What follows belongs to an exercise in optimizing a design on an open flow for small area, a short achievable clock period and few clock cycles; a production flow would make more cautious choices. Function was not checked in any run shown here: the RTL went through the layout flow alone.

==> flow/design.v <==
module pxe_core (
    input  wire        clk,
    input  wire        rst,
    input  wire        cmd_valid,
    output wire        cmd_ready,
    input  wire [4:0]  cmd_op,
    input  wire [31:0] cmd_key,
    input  wire [15:0] cmd_height,
    input  wire [15:0] cmd_width,
    input  wire        in_valid,
    output wire        in_ready,
    input  wire [23:0] in_data,
    output wire        out_valid,
    input  wire        out_ready,
    output wire [23:0] out_data,
    output wire        mem_ren_a,
    output wire [9:0]  mem_raddr_a,
    input  wire [31:0] mem_rdata_a,
    output wire        mem_ren_b,
    output wire [9:0]  mem_raddr_b,
    input  wire [31:0] mem_rdata_b,
    output wire        mem_we,
    output wire [9:0]  mem_waddr,
    output wire [31:0] mem_wdata
);
    localparam [1:0] S_IDLE   = 2'd0,
                     S_RESEED = 2'd1,
                     S_DRAW   = 2'd2,
                     S_MATH   = 2'd3;
    localparam [1:0] P_J1  = 2'd0,    
                     P_J2  = 2'd1,    
                     P_SMP = 2'd2;    
    reg [1:0]  state;
    reg        shuf;        
    reg        dec;
    reg [31:0] x;           
    reg [9:0]  cnt;         
    reg [9:0]  ra, rb;      
    reg        msb;         
    reg        d_valid;     
    reg [15:0] wm1, col, row;
    reg [1:0]  phase;
    reg [1:0]  j1;
    reg [1:0]  cp0, cp1, cp2;
    reg [1:0]  bsel;        
    reg [23:0] out_reg;
    reg        out_v;
    wire [31:0] x_mix  = x ^ {30'd0, x[31:30]};
    wire [31:0] x_next = 32'd1812433253 * x_mix + {22'd0, cnt + 10'd1};
    wire [31:0] tw = mem_rdata_b ^ {1'b0, msb, mem_rdata_a[30:1]}
                     ^ (mem_rdata_a[0] ? 32'h9908B0DF : 32'h0);
    function [31:0] temper;
        input [31:0] v;
        reg [31:0] t;
        begin
            t = v ^ (v >> 11);
            t = t ^ ((t << 7)  & 32'h9D2C5680);
            t = t ^ ((t << 15) & 32'hEFC60000);
            t = t ^ (t >> 18);
            temper = t;
        end
    endfunction
    wire [31:0] word = temper(tw);
    wire [7:0]  w8   = word[7:0];
    function [7:0] sel_byte;
        input [23:0] p;
        input [1:0]  k;
        begin
            case (k)
                2'd0:    sel_byte = p[7:0];
                2'd1:    sel_byte = p[15:8];
                default: sel_byte = p[23:16];
            endcase
        end
    endfunction
    wire [1:0] cp_b  = (bsel == 2'd0) ? cp0 : (bsel == 2'd1) ? cp1 : cp2;
    wire [1:0] src   = (shuf && !dec) ? cp_b : bsel;    
    wire [1:0] dst   = (shuf && dec)  ? cp_b : bsel;    
    wire [7:0] s_in  = sel_byte(in_data, src);
    wire        acc_nz = (w8[6:0] <= 7'd99);
    wire signed [9:0] nz  = $signed({3'b000, w8[6:0]}) - 10'sd50;
    wire signed [9:0] sv  = $signed({2'b00, s_in});
    wire signed [9:0] sum = dec ? (sv - nz) : (sv + nz);
    wire [7:0]  clipped = sum[9] ? 8'd0 : (sum[8] ? 8'd255 : sum[7:0]);
    wire [7:0]  res     = shuf ? clipped : (s_in ^ w8);
    wire [7:0]  k8 = x[7:0];
    wire [7:0]  m_enc0 = (in_data[7:0]   + k8) ^ k8;
    wire [7:0]  m_enc1 = (in_data[15:8]  + k8) ^ k8;
    wire [7:0]  m_enc2 = (in_data[23:16] + k8) ^ k8;
    wire [7:0]  m_dec0 = (in_data[7:0]   ^ k8) - k8;
    wire [7:0]  m_dec1 = (in_data[15:8]  ^ k8) - k8;
    wire [7:0]  m_dec2 = (in_data[23:16] ^ k8) - k8;
    wire [23:0] m_res  = dec ? {m_dec2, m_dec1, m_dec0} : {m_enc2, m_enc1, m_enc0};
    wire out_free = !out_v || out_ready;
    wire in_draw  = (state == S_DRAW);
    wire smp_word = in_draw && (!shuf || (phase == P_SMP && acc_nz));
    wire advance  = d_valid && (!smp_word || (in_valid && out_free));
    wire put      = d_valid && smp_word && in_valid && out_free;    
    wire pix_done = (put && bsel == 2'd2) ||
                    ((state == S_MATH) && in_valid && out_free);
    wire last_pix = (row == 16'd0) && (col == 16'd0);
    wire issue    = ((state == S_RESEED) && (cnt == 10'd623)) ||
                    (in_draw && !(pix_done && last_pix) && (!d_valid || advance));
    assign cmd_ready = (state == S_IDLE);
    assign in_ready  = (in_draw && d_valid && smp_word && bsel == 2'd2 && out_free) ||
                       ((state == S_MATH) && out_free);
    assign out_valid = out_v;
    assign out_data  = out_reg;
    assign mem_ren_a   = issue;
    assign mem_raddr_a = ra;
    assign mem_ren_b   = issue;
    assign mem_raddr_b = rb;
    assign mem_we      = (state == S_RESEED) || (in_draw && d_valid);
    assign mem_waddr   = cnt;
    assign mem_wdata   = (state == S_RESEED) ? x : tw;
    always @(posedge clk) begin
        if (rst) begin
            state   <= S_IDLE;
            d_valid <= 1'b0;
            out_v   <= 1'b0;
        end else begin
            if (out_ready)
                out_v <= 1'b0;
            if (pix_done)
                out_v <= 1'b1;
            if (issue) begin
                ra <= (ra == 10'd623) ? 10'd0 : ra + 10'd1;
                rb <= (rb == 10'd623) ? 10'd0 : rb + 10'd1;
            end
            case (state)
                S_IDLE: begin
                    if (cmd_valid) begin
                        shuf  <= cmd_op[2];
                        dec   <= cmd_op[4];
                        x     <= cmd_key;
                        cnt   <= 10'd0;
                        ra    <= 10'd1;
                        rb    <= 10'd397;
                        phase <= P_J1;
                        bsel  <= 2'd0;
                        wm1   <= cmd_width - 16'd1;
                        col   <= cmd_width - 16'd1;
                        row   <= cmd_height - 16'd1;
                        if (cmd_height == 16'd0 || cmd_width == 16'd0)
                            state <= S_IDLE;
                        else if (cmd_op[1])
                            state <= S_MATH;
                        else
                            state <= S_RESEED;
                    end
                end
                S_RESEED: begin
                    x   <= x_next;
                    if (cnt == 10'd0)
                        msb <= x[31];
                    if (cnt == 10'd623) begin
                        cnt     <= 10'd0;
                        d_valid <= 1'b1;
                        state   <= S_DRAW;
                    end else begin
                        cnt <= cnt + 10'd1;
                    end
                end
                S_DRAW: begin
                    if (advance) begin
                        msb <= mem_rdata_a[31];
                        cnt <= (cnt == 10'd623) ? 10'd0 : cnt + 10'd1;
                        if (shuf) begin
                            case (phase)
                                P_J1: begin
                                    if (w8[1:0] != 2'd3) begin
                                        j1    <= w8[1:0];
                                        phase <= P_J2;
                                    end
                                end
                                P_J2: begin
                                    case ({j1, w8[0]})
                                        3'b000: begin cp0 <= 2'd1; cp1 <= 2'd2; cp2 <= 2'd0; end
                                        3'b001: begin cp0 <= 2'd2; cp1 <= 2'd1; cp2 <= 2'd0; end
                                        3'b010: begin cp0 <= 2'd2; cp1 <= 2'd0; cp2 <= 2'd1; end
                                        3'b011: begin cp0 <= 2'd0; cp1 <= 2'd2; cp2 <= 2'd1; end
                                        3'b100: begin cp0 <= 2'd1; cp1 <= 2'd0; cp2 <= 2'd2; end
                                        default: begin cp0 <= 2'd0; cp1 <= 2'd1; cp2 <= 2'd2; end
                                    endcase
                                    phase <= P_SMP;
                                end
                                default: ;
                            endcase
                        end
                    end
                    d_valid <= issue || (d_valid && !advance);
                    if (put) begin
                        case (dst)
                            2'd0:    out_reg[7:0]   <= res;
                            2'd1:    out_reg[15:8]  <= res;
                            default: out_reg[23:16] <= res;
                        endcase
                        bsel <= (bsel == 2'd2) ? 2'd0 : bsel + 2'd1;
                    end
                end
                S_MATH: begin
                    if (pix_done)
                        out_reg <= m_res;
                end
                default: state <= S_IDLE;
            endcase
            if (pix_done) begin
                if (last_pix) begin
                    state   <= S_IDLE;
                    d_valid <= 1'b0;
                end else if (col == 16'd0) begin
                    col <= wm1;
                    row <= row - 16'd1;
                end else begin
                    col <= col - 16'd1;
                end
            end
        end
    end
endmodule
==> flow/run.sh <==
#!/bin/bash
# synth_recipe.tcl (not shown) runs the flow's synth.tcl, then flattens the netlist and writes it again
# the make line also repeats each setting of config.mk as NAME=value (left out here)
make -C /OpenROAD-flow-scripts/flow DESIGN_CONFIG=/design/flow/config.mk WORK_HOME=/design/flow/orfs CLKGATE_MAP_FILE= SYNTH_SCRIPT=/design/flow/synth_recipe.tcl finish
==> flow/config.mk <==
export PLATFORM = sky130hd
export DESIGN_NAME = pxe_core
export DESIGN_NICKNAME = pxe_core
export VERILOG_FILES = /design/flow/design.v
export SDC_FILE = /design/flow/constraint.sdc
export NUM_CORES = 4
export LEC_CHECK = 0
export CAP_MARGIN = 20
export CORE_MARGIN = 2
export CORE_UTILIZATION = 40
export SLEW_MARGIN = 20
==> flow/constraint.sdc <==
create_clock -name core_clock -period 9.0 [get_ports {clk}]
set_input_delay 1.8000 -clock core_clock [delete_from_list [all_inputs] [get_ports {clk}]]
set_output_delay 1.8000 -clock core_clock [all_outputs]
set_load 0.01 [all_outputs]
==> flow_results.org, run 1 <==
** Timing
- Final hold analysis gives a worst-case slack of 0.549 ns.
- The number of failing hold endpoints at the final stage came to 0.
- The max-slew violation total from the final report was 0.
- Setup violations remaining at the end of the flow were counted as 0.
- The worst pin sits at a relative slew slack of 32.6%.
- Setup clock skew after layout :: 0.0219 ns
- Tmin final :: 8.47 ns
- Dividing the final minimum period by the clock period gives 94.1%.
- At the pin with the least slew margin, the transition time is 1.00 ns.
- Based on the critical path, the design can be clocked at up to 118 MHz.
- Setup slack on the critical path of the routed design comes to 0.533 ns.
- For the final routed database, the setup TNS stands at 0 ns.
- Unrepaired setup endpoints after global routing :: false

** Critical path
- STA classifies the critical path startpoint as an input pin.
- Number of cell instances on the worst register-to-register path :: 24
- Setup CP Type :: in -> out
- Startpoint of the most critical setup path :: mem_rdata_a[30]
- Kind of end point of the critical path :: output pin
- Critical path required time :: 7.20 ns
- Reg2reg end :: x[31]
- Crit path max fanout :: 15
- Across all register-to-register paths, the minimum setup slack is 1.31 ns.
- For the worst setup path, the data arrival time is 6.67 ns.
- In this run the critical register-to-register path is launched from x[10].
- In this run the worst setup path terminates at mem_ren_b.

** CTS
- Insertion delay to the later sink of the worst-skew pair :: 0.50 ns
- Maximum buffer depth of the clock tree :: 2
- Number of buffers created by CTS :: 17
- Buffer count from post-CTS setup fixing :: 0
- Master cell of the clock root buffer :: clkbuf_16
- TritonCTS built the clock tree.
- CTS resizes :: 0
- Buffers inserted to repair hold after CTS numbered 0.
- Clock tree sinks :: 153
- Clock-pin slew was measured on the worst setup and hold paths at 0.07 ns.
- The H-tree was split into 4 levels.

** Placement
- At the placement stage, the worst setup path has a slack of 0.601 ns.
- Routability-driven placement finished with a final weighted congestion of 0.904.
- Including well taps, the total number of placed cells is 3057.
- In this run the tool buffered the top-level ports with 251 buffer cells.
- The wire-length estimate of the detail-placed layout is 48.1 mm.

** Drt
- Final antenna-violating net count :: 0
- Via/cell ratio :: 5.34
- For this run, the detailed router's first-pass iteration total came to 5.
- Wire length per cell after detailed routing :: 19.5 µm
- DRC errors left :: 0
- In this run, the number of DRC markers left after iteration 0 of detailed routing was 885.
- After detailed routing, the total wire length is 60.1 mm.
- Total via count in the routed design :: 16500

** Synthesis
- For this run, the number of Yosys warnings is 1.
- Counting flops with an async set or reset pin after synthesis yields a share of 0%.
- Post-synthesis sequential element count :: 153
- Fraction of post-synthesis cell area in the top cell type by area :: 21.6%
- Averaged over all synthesized cells, the footprint is 9.60 µm².
- Cell Area, Synth :: 20700 µm²
- Top flip-flop cell by instance count after synthesis :: edfxtp_1
- Yosys attributes the largest share of cell area to edfxtp_1, ha_1, fa_1, inv_1, xnor2_1.
- Syn Nets :: 2775
- Post-synthesis cell count :: 2155
- Counting flops with a built-in enable in the synthesized netlist gives 149.
- In this run, distinct cell masters in the synthesized netlist total 82.
- Cell type contributing the most total cell area after synthesis :: edfxtp_1
- Register area share after synthesis :: 22.0%

** Die
- I/O pin cnt :: 254
- The die is 231 µm wide.
- The initial utilization of the core area, before any placement, comes to 40.4%.
- Number of standard-cell rows in the floorplan :: 83
- The core region is 51200 µm².
- The die covers 53600 µm².
- Die outline height :: 231 µm

** Global route
- Remaining global-route overflow :: 0
- The number of antenna violations at the first check in global routing came to 2.
- First-pass GRT wire length :: 92.8 mm
- Pin count of the biggest net entering global routing :: 55
- Global routing usage summed across all routing layers :: 22.6%
- The number of global-route vias before repair came to 16700.

** Final layout
- From synthesis to final layout, the design area changed by 19.1%.
- Cells with a size suffix above 1 make up 5.02% of the layout.
- In the final design database the tool counted 3016 nets.
- Fin cells :: 3089
- Max FFs per register :: 32
- The number of antenna diodes in the final layout is 0.

** Worst hold path
- The worst hold path belongs to the class reg -> reg.

** Run
- The tool flagged a number of max-cap violations equal to 0.

** Status
- The flow ran to the end and the layout has no timing, DRC or antenna violations.
==> cell type report <==
type / instances / area [µm²]
timing repair buffer: 277 / 2710
tap: 680 / 851
inverter: 331 / 1240
multi-input combinational: 1616 / 14700
fill: 4857 / 26600
clock inverter: 15 / 153
sequential: 153 / 4550
clock buffer: 17 / 425
==> worst max-delay path, stage by stage <==
cell	delay (ns)
clkdlybuf4s50_1	0.47
xor2_1	0.23
xnor3_1	0.56
xor2_1	0.31
xnor2_1	0.21
inv_1	0.19
ha_1	0.29
o311a_1	0.37
nor4_2	0.55
o41ai_4	0.21
a31oi_4	0.41
nor2_4	0.05
inv_1	0.35
clkdlybuf4s50_1	0.63
==> through the flow <==
stage          cell area [µm²]  utilization, %
2_1_floorplan            20700               -
3_3_place_gp             24100            47.0
3_5_place_dp             24100            47.0
4_1_cts                  24600            48.1
5_1_grt                  24600            48.1
6_report                 24600            48.1
==> cell usage in the layout (no fill, tap or decap), types with 39 or more instances in the layout <==
cell type          n
ha_1             300
nand3_1           39
xor2_1            88
xnor2_1          140
nor2_1           114
edfxtp_1         149
clkdlybuf4s50_1  251
inv_1            329
nand2_1          125
fa_1             157
a21oi_1          119
o21ai_0           84
o211ai_1          46
==> worst min-delay path by stage <==
stage / from / end / slack, ns / depth (start not counted)
finish: j1[1] / cp2[1] / 0.55 / 0
global route: j1[1] / cp2[1] / 0.56 / 0
CTS: j1[1] / cp2[1] / 0.54 / 0
detailed placement: j1[1] / cp2[1] / 0.51 / 0
global placement: j1[1] / cp2[1] / 0.51 / 0
floorplan: out_v / out_v / 0.54 / 2
==> layer usage <==
| metal | GRT usage (%) | up-vias | share of wire (%) |
|---|---|---|---|
| li1 | - | 7944 | - |
| met1 | 29.9 | 8037 | 44 |
| met2 | 37.3 | 431 | 47 |
| met3 | 4.49 | 72 | 6.2 |
| met4 | 6.63 | 4 | 2.2 |
| met5 | 0 | - | 0.045 |
==> Yosys cell counts (9+ instances only) <==
cell,instances
or3_1,16
nand4_1,9
clkbuf_1,44
and2_1,10
a21oi_1,120
nand2b_1,18
xnor2_1,140
ha_1,301
inv_1,330
o21ai_0,84
and3_1,16
a21o_1,29
nor2_1,114
edfxtp_1,149
a31oi_1,13
o21a_1,12
nor2b_1,17
or4_1,9
mux2i_1,30
o211ai_1,46
fa_1,157
nor3_1,35
o2111ai_1,9
xor2_1,88
nand3_1,39
o21bai_1,12
nand2_1,125
mux2_2,31
nor4_1,15
==> cells by family (layout without fill, tap and decap cells) <==
logic type | count (synthesis) | after routing | share of synthesized area, %
xor gates and xnor gates | 241 | 241 | 11.0
adders and majority gates | 458 | 458 | 33.4
buffers and inverters | 386 | 640 | 7.08
AOI/OAI and AO/OA | 410 | 410 | 13.0
and+or+nand+nor | 446 | 446 | 10.4
muxes | 61 | 61 | 3.14
DFF | 153 | 153 | 22.0
==> run 2: changes to the inputs <==
--- a/flow/design.v
+++ b/flow/design.v
@@ -46,7 +46,11 @@
     reg [23:0] out_reg;
     reg        out_v;
     wire [31:0] x_mix  = x ^ {30'd0, x[31:30]};
-    wire [31:0] x_next = 32'd1812433253 * x_mix + {22'd0, cnt + 10'd1};
+    wire [31:0] x_inv  = ~x_mix;
+    wire [31:0] x_next = x_mix + (x_mix << 2) + (x_inv << 5) + (x_inv << 7) + (x_mix << 9)
+                       + (x_mix << 11) + (x_inv << 15) + (x_mix << 19) + (x_inv << 26)
+                       + (x_inv << 28) + (x_mix << 31)
+                       + (32'h140080A1 + {22'd0, cnt});
     wire [31:0] tw = mem_rdata_b ^ {1'b0, msb, mem_rdata_a[30:1]}
                      ^ (mem_rdata_a[0] ? 32'h9908B0DF : 32'h0);
     function [31:0] temper;
@@ -61,7 +65,8 @@
         end
     endfunction
     wire [31:0] word = temper(tw);
-    wire [7:0]  w8   = word[7:0];
+    reg  [7:0]  w8;         
+    reg         w_valid;
     function [7:0] sel_byte;
         input [23:0] p;
         input [1:0]  k;
@@ -93,16 +98,17 @@
     wire [23:0] m_res  = dec ? {m_dec2, m_dec1, m_dec0} : {m_enc2, m_enc1, m_enc0};
     wire out_free = !out_v || out_ready;
     wire in_draw  = (state == S_DRAW);
-    wire smp_word = in_draw && (!shuf || (phase == P_SMP && acc_nz));
-    wire advance  = d_valid && (!smp_word || (in_valid && out_free));
-    wire put      = d_valid && smp_word && in_valid && out_free;    
+    wire smp_word = !shuf || (phase == P_SMP && acc_nz);
+    wire consume  = w_valid && (!smp_word || (in_valid && out_free));
+    wire put      = w_valid && smp_word && in_valid && out_free;    
+    wire advance  = d_valid && (!w_valid || consume);
     wire pix_done = (put && bsel == 2'd2) ||
                     ((state == S_MATH) && in_valid && out_free);
     wire last_pix = (row == 16'd0) && (col == 16'd0);
     wire issue    = ((state == S_RESEED) && (cnt == 10'd623)) ||
                     (in_draw && !(pix_done && last_pix) && (!d_valid || advance));
     assign cmd_ready = (state == S_IDLE);
-    assign in_ready  = (in_draw && d_valid && smp_word && bsel == 2'd2 && out_free) ||
+    assign in_ready  = (in_draw && w_valid && smp_word && bsel == 2'd2 && out_free) ||
                        ((state == S_MATH) && out_free);
     assign out_valid = out_v;
     assign out_data  = out_reg;
@@ -117,6 +123,7 @@
         if (rst) begin
             state   <= S_IDLE;
             d_valid <= 1'b0;
+            w_valid <= 1'b0;
             out_v   <= 1'b0;
         end else begin
             if (out_ready)
@@ -165,30 +172,32 @@
                     if (advance) begin
                         msb <= mem_rdata_a[31];
                         cnt <= (cnt == 10'd623) ? 10'd0 : cnt + 10'd1;
-                        if (shuf) begin
-                            case (phase)
-                                P_J1: begin
-                                    if (w8[1:0] != 2'd3) begin
-                                        j1    <= w8[1:0];
-                                        phase <= P_J2;
-                                    end
+                        w8  <= word[7:0];
+                    end
+                    d_valid <= issue || (d_valid && !advance);
+                    w_valid <= advance || (w_valid && !consume);
+                    if (consume && shuf) begin
+                        case (phase)
+                            P_J1: begin
+                                if (w8[1:0] != 2'd3) begin
+                                    j1    <= w8[1:0];
+                                    phase <= P_J2;
                                 end
-                                P_J2: begin
-                                    case ({j1, w8[0]})
-                                        3'b000: begin cp0 <= 2'd1; cp1 <= 2'd2; cp2 <= 2'd0; end
-                                        3'b001: begin cp0 <= 2'd2; cp1 <= 2'd1; cp2 <= 2'd0; end
-                                        3'b010: begin cp0 <= 2'd2; cp1 <= 2'd0; cp2 <= 2'd1; end
-                                        3'b011: begin cp0 <= 2'd0; cp1 <= 2'd2; cp2 <= 2'd1; end
-                                        3'b100: begin cp0 <= 2'd1; cp1 <= 2'd0; cp2 <= 2'd2; end
-                                        default: begin cp0 <= 2'd0; cp1 <= 2'd1; cp2 <= 2'd2; end
-                                    endcase
-                                    phase <= P_SMP;
-                                end
-                                default: ;
-                            endcase
-                        end
-                    end
-                    d_valid <= issue || (d_valid && !advance);
+                            end
+                            P_J2: begin
+                                case ({j1, w8[0]})
+                                    3'b000: begin cp0 <= 2'd1; cp1 <= 2'd2; cp2 <= 2'd0; end
+                                    3'b001: begin cp0 <= 2'd2; cp1 <= 2'd1; cp2 <= 2'd0; end
+                                    3'b010: begin cp0 <= 2'd2; cp1 <= 2'd0; cp2 <= 2'd1; end
+                                    3'b011: begin cp0 <= 2'd0; cp1 <= 2'd2; cp2 <= 2'd1; end
+                                    3'b100: begin cp0 <= 2'd1; cp1 <= 2'd0; cp2 <= 2'd2; end
+                                    default: begin cp0 <= 2'd0; cp1 <= 2'd1; cp2 <= 2'd2; end
+                                endcase
+                                phase <= P_SMP;
+                            end
+                            default: ;
+                        endcase
+                    end
                     if (put) begin
                         case (dst)
                             2'd0:    out_reg[7:0]   <= res;
@@ -208,6 +217,7 @@
                 if (last_pix) begin
                     state   <= S_IDLE;
                     d_valid <= 1'b0;
+                    w_valid <= 1'b0;
                 end else if (col == 16'd0) begin
                     col <= wm1;
                     row <= row - 16'd1;
--- a/flow/config.mk
+++ b/flow/config.mk
@@ -8,4 +8,5 @@
 export CAP_MARGIN = 20
 export CORE_MARGIN = 2
 export CORE_UTILIZATION = 40
+export SETUP_SLACK_MARGIN = 4.0
 export SLEW_MARGIN = 20
==> run 2 against run 1 <==
Effect of this change:
- hold slack lost 0.046 ns
- non-clock buffer count grew 137
- register-to-register slack gained 2.3 ns
- die area shrank 11%
- maximum frequency grew 57%
- final cell count shrank 4.9%
- flip-flop and latch count grew 9
- critical endpoint is now x[30]
- count of clock-buffer cells in the layout is the same
- global-route usage grew 2.1 points
==> flow_results.org, run 2 <==
** Status
- Result of the run :: finished clean

** Final layout
- Syn-to-layout area delta :: 35.1%
- Fin cells :: 2939 (-4.9%)
- The number of flip-flops in the largest register came to 32 (unchanged).
- Most common library cell in the layout ignoring fill and taps :: inv_1
- The number of nets in the final layout is 2785 (-7.7%).
- The number of antenna diodes is 0 (unchanged).
- Leading cell types in the layout, fill and taps excluded :: inv_1, clkdlybuf4s50_1, edfxtp_1
- The fraction of layout instances using a drive strength above 1 was 18.8% (+14 points).

** Critical path
- The arrival time at the worst endpoint came to 5.63 ns (-1.04 ns).
- CP startpoint kind :: flip-flop
- The startpoint identified for the worst register-to-register timing path is x[30].
- Critical path required time :: 9.25 ns (+2.05 ns)
- The worst register-to-register path ends at x[30].
- The worst setup slack for register-to-register paths was 3.62 ns (+2.31 ns).
- The critical path is of the reg -> reg type.
- STA classifies the critical path endpoint as a flip-flop.
- Number of cell instances on the worst register-to-register path :: 17 (-29%)
- The critical-path maximum fanout was 5 (-10).

** Global route
- Remaining global-route overflow :: 0 (unchanged)
- The pin count of the biggest net entering global routing came to 62 (+13%).
- The number of antenna violations at the first check in global routing is 0 (-2).
- The global-route usage over all layers came to 24.7% (+2.1 points).
- The number of global-route vias before repair came to 15700 (-5.9%).
- The global-route wire length before repair came to 89.6 mm (-3.5%).

** Die
- Die outline height :: 218 µm (-5.6%)
- Initial core utilization :: 40.5% (+0.11 points)
- Core ar. :: 45400 µm² (-11%)
- The top-level port count was 254 (unchanged).
- Floorplan die area :: 47700 µm² (-11%)
- The horizontal die dimension was 218 µm (-5.6%).
- Number of standard-cell rows in the floorplan :: 78 (-6.0%)

** Synthesis
- Mean area per synthesized cell :: 9.42 µm² (-1.9%)
- Post-synthesis sequential element count :: 162 (+5.9%)
- Ranked by total cell area, the synthesized netlist is headed by edfxtp_1, fa_1, ha_1, xnor2_1, inv_1.
- The largest total area in the synthesized netlist belongs to edfxtp_1.
- Ranking of synthesized cells by instance count :: inv_1, ha_1, edfxtp_1
- Syn Nets :: 2412 (-13%)
- Fraction of post-synthesis cell area in the top cell type by area :: 25.6% (+4.0 points)
- Register area share after synthesis :: 26.2% (+4.2 points)
- Netlist cell types :: 74 (-9.8%)
- The number of warnings printed during yosys synthesis was 1 (unchanged).
- Number of enable flip-flop cells after synthesis :: 157 (+5.4%)
- The fraction of registers with async set or reset after synthesis was 0% (unchanged).
- Post-synthesis cell count :: 1953 (-9.4%)
- For this run, the leading register cell type out of synthesis is edfxtp_1.
- Cell Area, Synth :: 18400 µm² (-11%)
- The most common cell in the synthesized netlist is inv_1.

** Timing
- The max-slew violation total from the final report was 0 (unchanged).
- Setup repair after global routing could not meet its margin everywhere.
- Hold slack final :: 0.503 ns (-0.0460 ns)
- Tightest slew margin relative to the limit :: 26.8% (-5.8 points)
- Tmin final :: 5.38 ns (-3.08 ns)
- The maximum frequency from static timing analysis was 186 MHz (+57%).
- Setup clock skew after layout :: 0.0112 ns (-0.0107 ns)
- Post-route setup TNS :: 0 ns (unchanged)
- The final setup violation count came to 0 (unchanged).
- The ratio of final minimum period to clock period is 59.8% (-34 points).
- Worst slew pin tran :: 1.09 ns (+0.0897 ns)
- The number of failing hold endpoints at the final stage came to 0 (unchanged).

** Placement
- Last weighted congestion value of the routability-driven placer :: 0.919 (+1.7%)
- Placed Instances :: 2758 (-9.8%)
- The number of port buffers was 251 (unchanged).
- The half-perimeter wire length of the detailed placement result is 43.0 mm (-11%).

** Drt
- The iteration-0 DRC count of the detailed router was 1034 (+17%).
- Via/cell ratio :: 5.36 (+0.44%)
- The remaining design rule violation count is 0 (unchanged).
- The number of vias in the routed layout is 15800 (-4.4%).
- Final antenna-violating net count :: 0 (unchanged)
- Wire length per cell after detailed routing :: 20.1 µm (+3.0%)
- The total iterations of the first detailed-routing run came to 5 (unchanged).
- The total length of routed wires was 58.9 mm (-2.0%).

** CTS
- The H-tree depth came to 4 (unchanged).
- The clock buffer count from CTS came to 17 (unchanged).
- Total of hold buffers inserted after clock tree synthesis :: 0 (unchanged)
- Insertion delay to the later sink of the worst-skew pair :: 0.51 ns (about the same)
- TritonCTS clock tree :: done
- The CTS sink count was 162 (+5.9%).
- Maximum buffer depth of the clock tree :: 2 (unchanged)
- Master cell of the clock root buffer :: clkbuf_16
- Clock-pin slew reported for the worst setup and hold paths after clock tree synthesis :: 0.07 ns (about the same)

** Run
- The max-cap check violation count came to 0 (unchanged).

** Worst hold path
- For hold timing, the worst endpoint is cp2[1].
- The path class of the tightest hold or removal check is reg -> reg.
- The number of stages on the worst hold path was 0 (unchanged).
- In this run the most critical hold path is launched from j1[1].
==> run 2: how the worst max path moves through the flow <==
stage,from,endpoint,depth (start not counted)
6_report,x[30],x[30],17
5_1_grt,x[30],x[30],17
4_1_cts,x[0],x[30],17
3_5_place_dp,x[2],x[31],16
3_3_place_gp,x[2],x[31],17
2_1_floorplan,x[2],x[30],19
==> run 2: area by class of cell <==
type / count / area, µm²
Fill cell: 4019 / 20500
Multi-Input combinational cell: 1481 / 13900
Sequential cell: 162 / 4810
Timing Repair Buffer: 414 / 3860
Inverter: 249 / 1010
Tap cell: 600 / 751
Clock buffer: 17 / 425
Clock inverter: 15 / 120
Timing Repair inverter: 1 / 5.00
==> run 2: logic make-up after synthesis <==
family / count (synthesis) / synth area share [%]
AO/OA/AOI/OAI: 401 / 14.2
XOR/XNOR: 223 / 10.6
adder cells (fa/ha/maj): 297 / 25.8
buffers and inverters: 312 / 6.52
flip-flops: 162 / 26.2
multiplexers: 59 / 3.40
AND/OR/NAND/NOR: 499 / 13.3
==> run 2: routing by layer <==
metal  routed length, µm  track usage (%)  up-vias
met1               25500             32.2     7730
met5                   0                0        -
met3                2680             4.47       92
li1                    -                -     7503
met4                1790             7.85        0
met2               28900             41.6      431
==> run 2: what timing repair did <==
| item | 4_1_cts | 5_1_grt |
|---|---|---|
| setup buffers | 106 | 40 |
| cloned | 3 | 0 |
| resized for setup | 207 | 80 |
| pin swaps | 55 | 65 |
| setup endpoints to repair | 69 | 44 |
==> run 2: per-stage QoR <==
| stage | utilization (%) | cell area [µm²] | setup slack (ns) |
|---|---|---|---|
| 6_report | 54.8 | 24900 | 3.62 |
| 5_1_grt | 54.8 | 24900 | 3.46 |
| 4_1_cts | 53.1 | 24100 | 3.74 |
| 3_5_place_dp | 48.3 | 21900 | 2.49 |
| 3_3_place_gp | 48.3 | 21900 | 2.62 |
| 2_1_floorplan | - | 18800 | 3.80 |
==> run 2: worst max-delay path: stages (launching register included) <==
cell,delay [ns]
edfxtp_1,0.53
xor2_4,0.29
inv_4,0.08
fa_1,0.50
inv_1,0.05
fa_1,0.49
fa_1,0.43
fa_2,0.59
ha_4,0.22
ha_4,0.26
a21o_1,0.17
a21oi_1,0.16
nor2_1,0.10
o21a_1,0.21
a211o_4,0.35
a2111oi_4,0.42
nor4_1,0.09
nand3b_1,0.17
==> run 3: changes to the inputs <==
--- a/flow/config.mk
+++ b/flow/config.mk
@@ -8,5 +8,4 @@
 export CAP_MARGIN = 20
 export CORE_MARGIN = 2
 export CORE_UTILIZATION = 40
-export SETUP_SLACK_MARGIN = 4.0
 export SLEW_MARGIN = 20
==> run 3 against run 2 <==
Effect of this change:
- flip-flop and latch count stayed put
- hold slack improved by 0.034 ns
- critical endpoint unchanged
- synthesized cell count unchanged
- largest cell class unchanged
- still clean on timing, DRC and antenna
- count of clock-buffer cells in the layout grew 2
- wire length decreased by 8.9%
- highest routed layer unchanged
==> flow_results.org, run 3 <==
** Final layout
- Area used by multi-input combinational logic :: 12400 µm² (-10%)
- The fraction of layout instances using a drive strength above 1 was 4.97% (-14 points).
- Syn-to-layout area delta :: 20.6%
- Fin cells :: 2794 (-4.9%)
- Leaving out fill and tap cells, the most frequent cell in the layout is clkdlybuf4s50_1.
- Fillcell total :: 4276 (+6.4%)
- The library cells used most frequently in the layout, excluding fill and tap cells, are clkdlybuf4s50_1, inv_1, ha_1.
- Area of all sequential standard cells :: 4810 µm² (unchanged)
- The number of nets in the final layout came to 2638 (-5.3%).
- The number of flip-flops in the largest register came to 32 (unchanged).

** Status
- Result of the run :: finished clean

** CTS
- TritonCTS clock tree :: done
- The clock-pin transition on the worst setup and hold timing paths is 0.07 ns (about the same).
- The hold buffer count at CTS is 0 (unchanged).
- The maximum buffer depth of the clock tree came to 2 (unchanged).
- The H-tree depth is 4 (unchanged).
- The clock buffer count from CTS is 17 (unchanged).
- Insertion delay to the later sink of the worst-skew pair :: 0.49 ns (-0.02 ns)
- Clock tree sinks :: 162 (unchanged)
- Master cell of the clock root buffer :: clkbuf_16
- Buffer count from post-CTS setup fixing :: 0 (-100%)
- CTS resizes :: 0 (-100%)

** Synthesis
- Syn Nets :: 2412 (unchanged)
- The proportion of netlist area held by the largest area contributor was 25.6% (unchanged).
- The number of different library cells in the post-synthesis netlist is 74 (unchanged).
- Cell type contributing the most total cell area after synthesis :: edfxtp_1
- The number of standard cells after synthesis came to 1953 (unchanged).
- Ranking of synthesized cells by instance count :: inv_1, ha_1, edfxtp_1
- Ranked by total cell area, the synthesized netlist is headed by edfxtp_1, fa_1, ha_1, xnor2_1, inv_1.
- Register area share after synthesis :: 26.2% (unchanged)
- Post-synthesis sequential element count :: 162 (unchanged)
- The netlist area before placement was 18400 µm² (unchanged).
- The fraction of registers with async set or reset after synthesis is 0% (unchanged).
- Mean area per synthesized cell :: 9.42 µm² (unchanged)
- The number of synthesized flops with an enable pin came to 157 (unchanged).
- Top flip-flop cell by instance count after synthesis :: edfxtp_1
- Among all cell types in the netlist, the one instantiated most often is inv_1.
- Number of warnings reported in the yosys synthesis log :: 1 (unchanged)

** Die
- Initial core utilization :: 40.5% (unchanged)
- The row count was 78 (unchanged).
- Floorplan die area :: 47700 µm² (unchanged)
- The horizontal die dimension came to 218 µm (unchanged).
- Die outline height :: 218 µm (unchanged)
- Core ar. :: 45400 µm² (unchanged)
- The top-level port count came to 254 (unchanged).

** Drt
- The remaining design rule violation count was 0 (unchanged).
- The total length of routed wires came to 53.7 mm (-8.9%).
- The iteration-0 DRC count of the detailed router came to 896 (-13%).
- Total via count in the routed design :: 15000 (-5.0%)
- The total iterations of the first detailed-routing run was 7 (+2).
- The average vias per placed instance is 5.36 (about the same).
- Final antenna-violating net count :: 0 (unchanged)
- The wire length per cell after detailed routing came to 19.2 µm (-4.2%).

** Timing
- The worst-margin pin slew is 0.996 ns (-0.0934 ns).
- Hold slack final :: 0.537 ns (+0.0340 ns)
- The minimum period implied by the final worst setup slack was 6.92 ns (+1.53 ns).
- Achievable frequency :: 145 MHz (-22%)
- Setup clock skew after layout :: 0.0128 ns (+0.00158 ns)
- Setup WS post-layout :: 2.08 ns (-1.53 ns)
- The max-slew violation total from the final report came to 0 (unchanged).
- The number of failing hold endpoints at the final stage was 0 (unchanged).
- The final setup violation count was 0 (unchanged).
- The worst max-slew margin expressed relative to the limit is 33.4% (+6.6 points).
- Fraction of the cycle the final worst path needs :: 76.9% (+17 points)
- The setup TNS was 0 ns (unchanged).
- Unrepaired setup endpoints after global routing :: false

** Global route
- The global-route usage over all layers was 23.1% (-1.6 points).
- Via count of the first global-routing pass :: 14900 (-5.0%)
- Pin count of the biggest net entering global routing :: 63 (+1.6%)
- Initial antenna violation count :: 2 (+2)
- Remaining global-route overflow :: 0 (unchanged)
- The global-route wire length before repair is 84.0 mm (-6.2%).

** Critical path
- The required time reported for the critical path endpoint came to 9.23 ns (-0.02 ns).
- Setup CP Type :: reg -> reg
- CP startpoint kind :: flip-flop
- The worst setup path is captured at a flip-flop.
- Data arrival at the endpoint of the critical path :: 7.15 ns (+1.52 ns)
- Crit path max fanout :: 14 (+9)

** Placement
- Last weighted congestion value of the routability-driven placer :: 0.889 (-3.3%)
- The worst slack after detailed placement was 2.18 ns (-0.306 ns).
- The instance count after placement with tap cells included was 2760 (+0.073%).
- Number of port buffers :: 251 (unchanged)
- Detailed-placement wirelength estimate :: 43.1 mm (+0.26%)

** Worst hold path
- Class of the tightest hold or removal check :: reg -> reg

** Run
- The max-cap check violation count was 0 (unchanged).
==> run 3: final timing paths <==
path                            slack (ns)  cells after the start  endpoint  start
worst max-delay path                  2.08                     18     x[30]   x[4]
worst max register to register        2.08                     18     x[30]   x[4]
worst min-delay path                  0.54                      0    cp2[1]  j1[1]
worst min register to register        0.54                      0    cp2[1]  j1[1]
==> run 3: metrics by stage <==
stage	area, µm²	util [%]
after floorplan	18400	-
after global placement	21600	47.5
after detailed placement	21600	47.5
after CTS	22200	48.9
after global routing	22200	48.9
final	22200	48.9
==> run 3: layer usage <==
| metal | global-route usage [%] | wire length [µm] | share of wire, % | vias up |
|---|---|---|---|---|
| li1 | - | - | - | 7224 |
| met1 | 29.4 | 23100 | 43 | 7291 |
| met2 | 37.7 | 25600 | 48 | 368 |
| met3 | 4.61 | 2770 | 5.2 | 92 |
| met4 | 10.7 | 2200 | 4.1 | 0 |
| met5 | 0 | 0 | 0 | - |
==> run 3: final cells by class <==
class,instances,area share [%]
Tap cell,600,3.38
Clock buffer,19,2.04
Antenna cell,2,0.0226
Multi-Input combinational cell,1479,56.0
Sequential cell,162,21.7
Inverter,249,4.21
Timing Repair Buffer,270,12.0
Clock inverter,13,0.637
==> run 3: logic make-up (layout without fill, tap and decap cells) <==
kind of cell	after synthesis	in the layout	synth area share (%)
and+or+nand+nor	499	499	13.3
AOI/OAI and AO/OA	401	401	14.2
buffers and inverters	312	551	6.52
adders and majority gates	297	297	25.8
xor gates and xnor gates	223	223	10.6
DFF	162	162	26.2
muxes	59	59	3.40
other	0	2	0
==> run 3: critical path: stages, from the launching register on <==
cell	delay, ns
edfxtp_1	0.87
inv_1	0.55
fa_1	0.65
inv_1	0.06
fa_1	0.53
inv_1	0.05
fa_1	0.52
inv_1	0.04
ha_1	0.28
ha_1	0.32
ha_1	0.32
a211oi_1	0.37
o21ai_0	0.27
nand2_1	0.19
o21ai_0	0.24
a211o_1	0.39
a2111oi_0	0.68
nor4_1	0.12
nand3b_1	0.20

afterwards: timing with drivers on the ports:
The flow's constraints put no driver on any port. The routed layouts listed below were extracted and timed again, unchanged, in two steps.
Step 1 (the two cells are an assumption about what drives the block):
set clk [get_ports {clk}]
set_driving_cell -lib_cell sky130_fd_sc_hd__clkbuf_16 $clk
set_driving_cell -lib_cell sky130_fd_sc_hd__buf_2 [delete_from_list [all_inputs] $clk]
Step 2 times the ports against the registers' clock, not the clock port: input delays grow and output delays shrink by t, the midpoint of the rising clock arrivals with the driver on.
Slacks: ideal ports / drivers / drivers and shift; pairs: ideal ports / drivers.
run	t (ns)	setup slack, ns	worst setup path after step 2	latest minus earliest clock arrival (ns)
run 1	0.544	0.533 / 0.505 / 0.505	input to output	0.023 / 0.023
run 2	0.554	3.616 / 3.616 / 3.616	register to register	0.014 / 0.014
run 3	0.534	2.083 / 2.083 / 2.083	register to register	0.014 / 0.013
After both steps setup and hold are still met in every run listed. For run 1, which loses most, drivers alone change the setup slack by -0.028 ns; drivers and shift together by -0.028 ns.
